Source: an optimization exercise on an open RTL-to-GDS flow (aim: small area, a short achievable clock period and few clock cycles). Production flows keep margins and buffers that such runs may drop.
Function was checked by simulation only, so behaviour that the tests miss may differ from the original.
No activity file was given, so power comes from the tool's default toggle rates.

==> flow/run.sh <==
#!/bin/bash
# synth_recipe.tcl (not shown) runs the flow's synth.tcl, then flattens the netlist and writes it again
# the make line also repeats each setting of config.mk as NAME=value (left out here)
make -C /OpenROAD-flow-scripts/flow DESIGN_CONFIG=/design/flow/config.mk WORK_HOME=/design/flow/orfs CLKGATE_MAP_FILE= SYNTH_SCRIPT=/design/flow/synth_recipe.tcl finish
==> flow/config.mk <==
export PLATFORM = sky130hd
export DESIGN_NAME = py8bit_core
export DESIGN_NICKNAME = py8bit_core
export VERILOG_FILES = /design/flow/design.v
export SDC_FILE = /design/flow/constraint.sdc
export NUM_CORES = 4
export LEC_CHECK = 0
export CAP_MARGIN = 20
export CORE_MARGIN = 2
export CORE_UTILIZATION = 40
export CTS_BUF_LIST = sky130_fd_sc_hd__clkbuf_8
export CTS_CLUSTER_SIZE = 25
export SETUP_SLACK_MARGIN = 4.5
export SLEW_MARGIN = 40
==> flow/constraint.sdc <==
create_clock -name core_clock -period 8.0 [get_ports {clk}]
set_input_delay 1.6000 -clock core_clock [delete_from_list [all_inputs] [get_ports {clk}]]
set_output_delay 1.6000 -clock core_clock [all_outputs]
set_load 0.01 [all_outputs]
==> flow/design.v <==
module py8bit_core (
    input  wire        clk,
    input  wire        rst,          
    input  wire        host_we,
    input  wire [7:0]  host_addr,
    input  wire [7:0]  host_wdata,
    output reg  [7:0]  host_rdata,   
    input  wire [2:0]  reg_sel,
    output reg  [7:0]  reg_rdata,    
    output wire [7:0]  pc,
    output wire [3:0]  flags,        
    output wire        halted
);
    localparam OP_NOP   = 4'd0;
    localparam OP_LOAD  = 4'd1;
    localparam OP_STORE = 4'd2;
    localparam OP_MOV   = 4'd3;
    localparam OP_ADD   = 4'd4;
    localparam OP_SUB   = 4'd5;
    localparam OP_AND   = 4'd6;
    localparam OP_OR    = 4'd7;
    localparam OP_XOR   = 4'd8;
    localparam OP_NOT   = 4'd9;
    localparam OP_SHL   = 4'd10;
    localparam OP_SHR   = 4'd11;
    localparam OP_JMP   = 4'd12;
    localparam OP_JZ    = 4'd13;
    localparam OP_JNZ   = 4'd14;
    localparam OP_HALT  = 4'd15;
    localparam LB = 2;               
    localparam NB = 1 << LB;
    localparam RB = 8 - LB;          
    localparam NR = 1 << RB;         
    reg [7:0]    mem [0:255];        
    reg [7:0]    regs [0:7];
    reg          halted_q;
    reg          flag_z, flag_c, flag_n, flag_v;
    reg [7:0]    fa_q;               
    reg          eok_q;              
    reg [7:0]    rh_q [0:NB-1];      
    reg [7:0]    rl_q [0:NB-1];
    reg [7:0]    bq [0:NB-1];        
    reg [7:0]    f2a_q;              
    reg          f2v_q;              
    reg [15:0]   ir_q;               
    reg [7:0]    ipc_q;              
    reg          xv_q;               
    reg          d_load, d_store, d_mov, d_alu;
    wire [3:0] opcode = ir_q[15:12];
    wire [3:0] rd     = ir_q[11:8];
    wire [3:0] rs1    = ir_q[7:4];
    wire [3:0] rs2    = ir_q[3:0];
    wire [7:0] addr   = ir_q[7:0];
    wire x_load  = xv_q && d_load;
    wire x_store = xv_q && d_store;
    wire x_alu   = xv_q && d_alu;
    wire [7:0] val_rs1 = rs1[3] ? 8'h00 : regs[rs1[2:0]];
    wire [7:0] val_rs2 = rs2[3] ? 8'h00 : regs[rs2[2:0]];
    wire [7:0] val_rd  = rd[3]  ? 8'h00 : regs[rd[2:0]];
    wire [7:0]   hh = 8'd1 << host_addr[7:5];
    wire [7:0]   hl = 8'd1 << host_addr[4:2];
    reg [7:0]    bout [0:NB-1];
    reg [7:0]    bh, bl;
    integer b, r;
    always @(*) begin
        for (b = 0; b < NB; b = b + 1) begin
            bh = halted_q ? hh : rh_q[b];
            bl = halted_q ? hl : rl_q[b];
            bout[b] = 8'h00;
            for (r = 0; r < NR; r = r + 1)
                bout[b] = bout[b] | (mem[r * NB + b] & {8{bh[r / 8] & bl[r % 8]}});
        end
    end
    wire [LB-1:0] ldb   = addr[LB-1:0];
    wire [LB-1:0] bsel  = halted_q ? host_addr[LB-1:0] : ldb;
    wire [7:0]    rbyte = bout[bsel];
    wire [LB-1:0] fab      = fa_q[LB-1:0];
    wire [LB-1:0] fab1     = fab + 1'b1;
    wire          conflict = x_load && ((ldb == fab) || (ldb == fab1));
    wire          eok      = eok_q || (fab != {LB{1'b1}});
    wire          f1_ok    = eok && !conflict;
    reg [7:0] alu_y;
    reg       alu_c, alu_v;
    reg [8:0] sum;
    always @(*) begin
        sum   = 9'd0;
        alu_y = val_rs1;
        alu_c = 1'b0;
        alu_v = 1'b0;
        case (opcode)
            OP_ADD: begin
                sum   = {1'b0, val_rs1} + {1'b0, val_rs2};
                alu_y = sum[7:0];
                alu_c = sum[8];
                alu_v = (val_rs1[7] == val_rs2[7]) && (sum[7] != val_rs1[7]);
            end
            OP_SUB: begin
                sum   = {1'b0, val_rs1} + {1'b0, ~val_rs2} + 9'd1;
                alu_y = sum[7:0];
                alu_c = ~sum[8];
                alu_v = (val_rs1[7] != val_rs2[7]) && (sum[7] != val_rs1[7]);
            end
            OP_AND: alu_y = val_rs1 & val_rs2;
            OP_OR:  alu_y = val_rs1 | val_rs2;
            OP_XOR: alu_y = val_rs1 ^ val_rs2;
            OP_NOT: alu_y = ~val_rs1;
            OP_SHL: begin
                alu_y = {val_rs1[6:0], 1'b0};
                alu_c = val_rs1[7];
            end
            OP_SHR: begin
                alu_y = {1'b0, val_rs1[7:1]};
                alu_c = val_rs1[0];
            end
            default: ;
        endcase
    end
    wire alu_zero = (alu_y == 8'h00);
    reg zq;
    always @(*) begin
        case (opcode)
            OP_ADD:  zq = ((val_rs1 ^ val_rs2) == {val_rs1[6:0] | val_rs2[6:0], 1'b0});
            OP_SUB:  zq = (val_rs1 == val_rs2);
            OP_AND:  zq = ((val_rs1 & val_rs2) == 8'h00);
            OP_OR:   zq = ((val_rs1 | val_rs2) == 8'h00);
            OP_XOR:  zq = (val_rs1 == val_rs2);
            OP_NOT:  zq = (val_rs1 == 8'hFF);
            OP_SHL:  zq = (val_rs1[6:0] == 7'h00);
            OP_SHR:  zq = (val_rs1[7:1] == 7'h00);
            default: zq = (val_rs1 == 8'h00);
        endcase
    end
    wire z_fwd = x_alu ? zq : flag_z;
    wire [7:0] st_off = addr - ipc_q;
    wire hazard = x_store && (st_off >= 8'd2) && (st_off <= 8'd5);
    wire [LB-1:0] f2b   = f2a_q[LB-1:0];
    wire [LB-1:0] f2b1  = f2b + 1'b1;
    wire [15:0]   fword = {bq[f2b1], bq[f2b]};
    wire [3:0]    f_op  = fword[15:12];
    wire f2_ok    = f2v_q && !hazard;
    wire f2_taken = f2_ok && ((f_op == OP_JMP) ||
                              ((f_op == OP_JZ)  &&  z_fwd) ||
                              ((f_op == OP_JNZ) && !z_fwd));
    wire f2_halt  = f2_ok && (f_op == OP_HALT);
    wire f2_load  = f2_ok && (f_op == OP_LOAD);
    wire [7:0] nfa_r = hazard ? ipc_q + 8'd2 : f1_ok ? fa_q + 8'd2 : fa_q;
    wire [7:0] nfa   = f2_taken ? fword[7:0] : nfa_r;
    wire [RB-1:0] row_r  = nfa_r[7:LB];
    wire [RB-1:0] row0_r = nfa_r[7:LB] + (nfa_r[LB-1:0] == {LB{1'b1}});
    wire [7:0] wh = 8'd1 << fword[7:5];
    wire [7:0] wl = 8'd1 << fword[4:2];
    integer k;
    always @(posedge clk) begin
        if (rst) begin
            fa_q     <= 8'h00;
            eok_q    <= 1'b1;
            for (k = 0; k < NB; k = k + 1) begin
                rh_q[k] <= 8'd1;
                rl_q[k] <= 8'd1;
            end
            f2v_q    <= 1'b0;
            xv_q     <= 1'b0;
            halted_q <= 1'b0;
        end else if (!halted_q) begin
            fa_q  <= nfa;
            eok_q <= !(f2_taken && fword[LB-1:0] == {LB{1'b1}});
            for (k = 0; k < NB; k = k + 1) begin
                if (f2_taken || (f2_load && fword[LB-1:0] == k)) begin
                    rh_q[k] <= wh;
                    rl_q[k] <= wl;
                end else begin
                    rh_q[k] <= 8'd1 << ((k == 0) ? row0_r[5:3] : row_r[5:3]);
                    rl_q[k] <= 8'd1 << ((k == 0) ? row0_r[2:0] : row_r[2:0]);
                end
            end
            f2a_q <= fa_q;
            f2v_q <= f1_ok && !hazard && !f2_taken && !f2_halt;
            xv_q     <= f2_ok && !f2_halt;
            halted_q <= f2_halt;
            if (f2_ok) begin
                ir_q    <= fword;
                ipc_q   <= f2a_q;
                d_load  <= (f_op == OP_LOAD);
                d_store <= (f_op == OP_STORE);
                d_mov   <= (f_op == OP_MOV);
                d_alu   <= (f_op >= OP_ADD) && (f_op <= OP_SHR);
            end
        end
    end
    always @(posedge clk)
        for (k = 0; k < NB; k = k + 1)
            bq[k] <= bout[k];
    wire reg_we = (x_alu || x_load || (xv_q && d_mov)) && !rd[3];
    wire [7:0] reg_wdata = x_load ? rbyte : alu_y;
    always @(posedge clk) begin
        if (!rst && !halted_q) begin
            if (reg_we)
                regs[rd[2:0]] <= reg_wdata;
            if (x_alu) begin
                flag_z <= alu_zero;
                flag_c <= alu_c;
                flag_n <= alu_y[7];
                flag_v <= alu_v;
            end
        end
    end
    wire       st_we = x_store && !rst && !halted_q;
    wire       m_we  = host_we || st_we;
    wire [7:0] m_wa  = host_we ? host_addr : addr;
    wire [7:0] m_wd  = host_we ? host_wdata : val_rd;
    wire [255:0] w_hot = {255'd0, m_we} << m_wa;
    genvar g;
    generate
        for (g = 0; g < 256; g = g + 1) begin : g_mem
            always @(posedge clk)
                if (w_hot[g])
                    mem[g] <= m_wd;
        end
    endgenerate
    always @(posedge clk) begin
        host_rdata <= rbyte;
        reg_rdata  <= regs[reg_sel];
    end
    assign pc         = ipc_q;
    assign flags      = {flag_z, flag_c, flag_n, flag_v};
    assign halted     = halted_q;
endmodule
==> summary.txt <==
==> worst register-to-register path, delay by kind of cell (launching register included) <==
kind | cells | cell delay, ns
buf+inv | 5 | 0.91
mux | 3 | 0.71
simple gates | 4 | 1.51
flops | 1 | 0.38
compound gates | 2 | 0.73
==> repair_timing <==
item,in CTS,in global routing
resized for setup,820,334
pin swaps,216,149
buffers inserted,366,128
gates cloned,49,13
endpoints found under the setup margin,923,1712
==> how the worst min path moves through the flow <==
stage	to	slack, ns
final	ipc_q[3]	0.42
after global routing	ipc_q[7]	0.43
after CTS	ipc_q[3]	0.42
after detailed placement	ipc_q[2]	0.40
after global placement	ipc_q[6]	0.40
after floorplan	ipc_q[2]	0.40
==> sequential cells by signal (all words and copies together), names as in the netlist, 16 cells and up, named ones only <==
signal and count:
mem 2048, regs 64, bq 32, rh_q 32
rl_q 32, ir_q 16
==> kinds of logic after synthesis <==
kind of cell | count (synthesis)
XOR/XNOR | 40
buffers and inverters | 610
multiplexers | 167
adder cells (fa/ha/maj) | 41
AO/OA/AOI/OAI | 2014
flip-flops | 2285
AND/OR/NAND/NOR | 1338
==> cells in the final DEF (no fill, tap or decap), types with 55 or more instances in the layout <==
master | synthesis | final
a21oi_1 | 162 | 152
o221ai_1 | 185 | 172
nand4_1 | 108 | 108
nand3_1 | 199 | 179
mux4_2 | 64 | 64
buf_12 | 0 | 78
clkinv_1 | 3 | 89
a222oi_1 | 101 | 101
dfxtp_1 | 133 | 126
clkbuf_8 | 0 | 407
a22oi_1 | 367 | 337
inv_1 | 88 | 189
o21ai_0 | 554 | 513
nor2_4 | 0 | 96
a31oi_1 | 61 | 58
edfxtp_1 | 2152 | 2152
buf_4 | 9 | 728
nor2b_1 | 84 | 55
buf_6 | 5 | 156
or2_4 | 0 | 66
o22ai_1 | 120 | 110
nand2_1 | 129 | 98
clkinv_2 | 0 | 58
nor2_1 | 491 | 352
==> report_power, final <==
group,internal [mW],switching (mW),leakage [nW]
Combinational,5.13,9.43,14.3
Clock,4.98,4.92,4.03
Sequential,14.3,0.313,20.7
==> cell type report <==
cell class                 count  share of cell area [%]
antenna                       14                 0.02977
clock buffer                 407                   4.760
tap                         3150                   3.349
sequential                  2285                   57.20
inverter                      93                  0.3190
timing repair buffer        1065                   8.970
clock inverter               278                   1.188
multi-input combinational   3634                   24.19
==> layer usage <==
metal | GRT usage [%] | wire length (microns) | vias up | share of wire, %
met5 | 0 | 253 | - | 0.059
met3 | 12.13 | 70820 | 1791 | 17
li1 | - | - | 28540 | -
met1 | 44.75 | 146700 | 37050 | 34
met2 | 48.58 | 175300 | 7662 | 41
met4 | 20.94 | 33980 | 30 | 8.0
==> metrics.md <==
| Metric | Value |
|---|---|
| Cell family with most CP delay | simple AND/OR/NAND/NOR gates |
| Post-Synth Adder-Cell Area | 0.5690% |
| Data required, critical path | just under 9 ns |
| Min-Delay Path Depth | 0 |
| Worst Setup EP | regs[0][3] |
| Ports | 51 |
| TNS Setup | 0 ns |
| Synth top cells by count | edfxtp_1 (2152), o21ai_0 (554), nor2_1 (491), clkbuf_1 (424), a22oi_1 (367) |
| Maximum clock rate | 222.6 MHz |
| Fin cells | 10930 |
| Clk buf depth | 4 |
| Initial Util | 40.13% |
| Seq cells post-synth | 2285 |
| Final worst slack | around 3.5 ns |
| Layout fillers | 19630 |
| Port bufs | 50 |
| Most used DFF post-synth | edfxtp_1 |
| Clock latency on the worst-skew pair | ~1.2 ns |
| Max-slew violation count | 0 |
| Wire length per cell | just under 40 microns |
| YS warnings | 6 |
| Root buf cell | clkbuf_8 |
| Final nets | roughly 7500 |
| Post-synthesis compound-gate area fraction | roughly 15% |
| Dpl cell area | slightly above 100000 sq um |
| Period utilization | 56.15% |
| Total clock sinks | between 2000 and 2500 |
| Placed wire-length estimate | 251900 microns |
| DR pass1 iterations | 8 |
| Max_cap viols | 0 |
| Tot Pwr | 39.07 mW |
| Type of the worst setup path | register to register |
| Initial DRC count | approximately 16000 |
| Syn Area/Cell | 14.49 sq um |
| Instance count on the critical path | 14 |
| Delay of the slowest critical-path stage | 0.58 ns |
| Synth area leader | edfxtp_1 |
| Mux cell area share after synthesis | 2.680% |
| Post-CTS Hold Buffers | 0 |
| Antenna violations before repair | 26 |
| Residual DRC count | 0 |
| Reg area | 67310 sq um |
| CTS tree | built |
| Worst setup EP type | register |
| Total GRT Usage | 34.22% |
| Buffers plus inverters on the worst setup path | 5 |
| Multi-input gate area | 28460 sq um |
| Peak supply drop | 0.1971 mV |
| CP Max Fanout | 15 |
| Asr flop ratio synth | 0% |
| Synth top area share | about 70% |
| Largest family of logic cells by synthesized area | compound AO/OA/AOI/OAI gates |
| GRT overflow | 0 |
| Routed vias/inst | 6.871 |
| Final hold slack | 0.4205 ns |
| Nature of the critical path startpoint | register |
| PwrDens | about 330 nW/um^2 |
| Syn_nets | 6558 |
| Die area | 239200 sq um |
| Largest net degree at the start of global routing | 142 |
| Post-Place Cells | 9667 |
| Core Box Area | 234500 sq um |
| Status | no timing/DRC/antenna violations |
| P_leak | ~39 nW |
| Tmin final | 4.492 ns |
| Share of cells above drive strength 1 | 29.98% |
| Top cells by area, synth | edfxtp_1 (69%), o21ai_0 (2.9%), a22oi_1 (2.9%) |
| Die W | 489.1 microns |
| Unrepaired setup endpoints after global routing | yes |
| Post-Syn Instances | 6495 |
| Crit path max-delay cell type | nor4_4 |
| Post-synth EDFFs | 2152 |
| H-tree Lvls | 5 |
| Sequential cell area fraction in the yosys report | 71.50% |
| Final Hold Viols | 0 |
| Yosys cell types | 91 |
| Fin util | 50.18% |
| R2r setup slk | 3.51 ns |
| Crit-path cells | buf_12 > buf_12 > nor2b_1 > buf_4 > or2_4 > buf_8 > a222oi_1 > a21oi_2 > or4_4 > nor4_4 > buf_4 > mux2i_1 > mux2_4 > mux2_4 |
| Chip height | 489.1 microns |
| Slew @ Worst Pin | ~1.1 ns |
| Dpl ws | 0.9080 ns |
| R2R Path Start | halted_q |
| RR Endpoint | regs[0][3] |
| Num rows | 178 |
| Final Instance Area | 117700 sq um |
| Hold_sp | f2a_q[3] |
| Hold Crit Class | register to register |
| Routability Congestion | 0.9803 |
| Cell area after synthesis | about 94000 sq um |
| Synthesis-to-layout area growth | 25.04% |
| Worst Reg-to-Reg Cells | 14 |
| Worst EP arrival | 5.33 ns |
| Drt total wl | 427000 microns |
| First-pass GRT wire length | approximately 570000 microns |
| Vias | 75070 |
| Antenna Nets Post-Route | 0 |
| Setup-failing EPs final | 0 |
| Vias in the first global route | 69660 |
| Top-count cell post-synth | edfxtp_1 |
| Relative slew slack | 26.43% |
| Cts bufs inserted | ~400 |
| Final Skew | roughly 0.072 ns |
| Reg clk slew, reported paths | 0.06 ns |
| Start point of the critical path | halted_q |
| Fraction of synthesized cell area in xor and xnor cells | less than 1% |
| Post-Synth Simple-Gate Area | 7.213% |
Testbench counts, summed over its fixed seeds: cycles 68,636.

## afterwards: timing with drivers on the ports
In the flow no input, the clock included, has a driving cell. The finished layout below was timed again as built, in two steps.
Step 1: set_driving_cell puts a clkbuf_16 on clk and a buf_2 on each other input, an assumption about the parent block.
Step 2 adds t to the input delays and takes it off the output delays; t is the mean of the earliest and latest rising clock arrival at the registers after step 1. Input paths then give back, and output paths get back, about the clock's delay inside the block.
a / b / c = ideal / step 1 / step 2; a / b = the first two.
t, ns: 1.188
setup slack, ns: 3.508 / 3.401 / 2.213
hold slack, ns: 0.421 / 0.421 / 0.421
worst setup path at the end: input to register
After both steps this run still meets setup and hold. For this run, drivers alone change the setup slack by -0.107 ns; drivers and shift together by -1.295 ns.
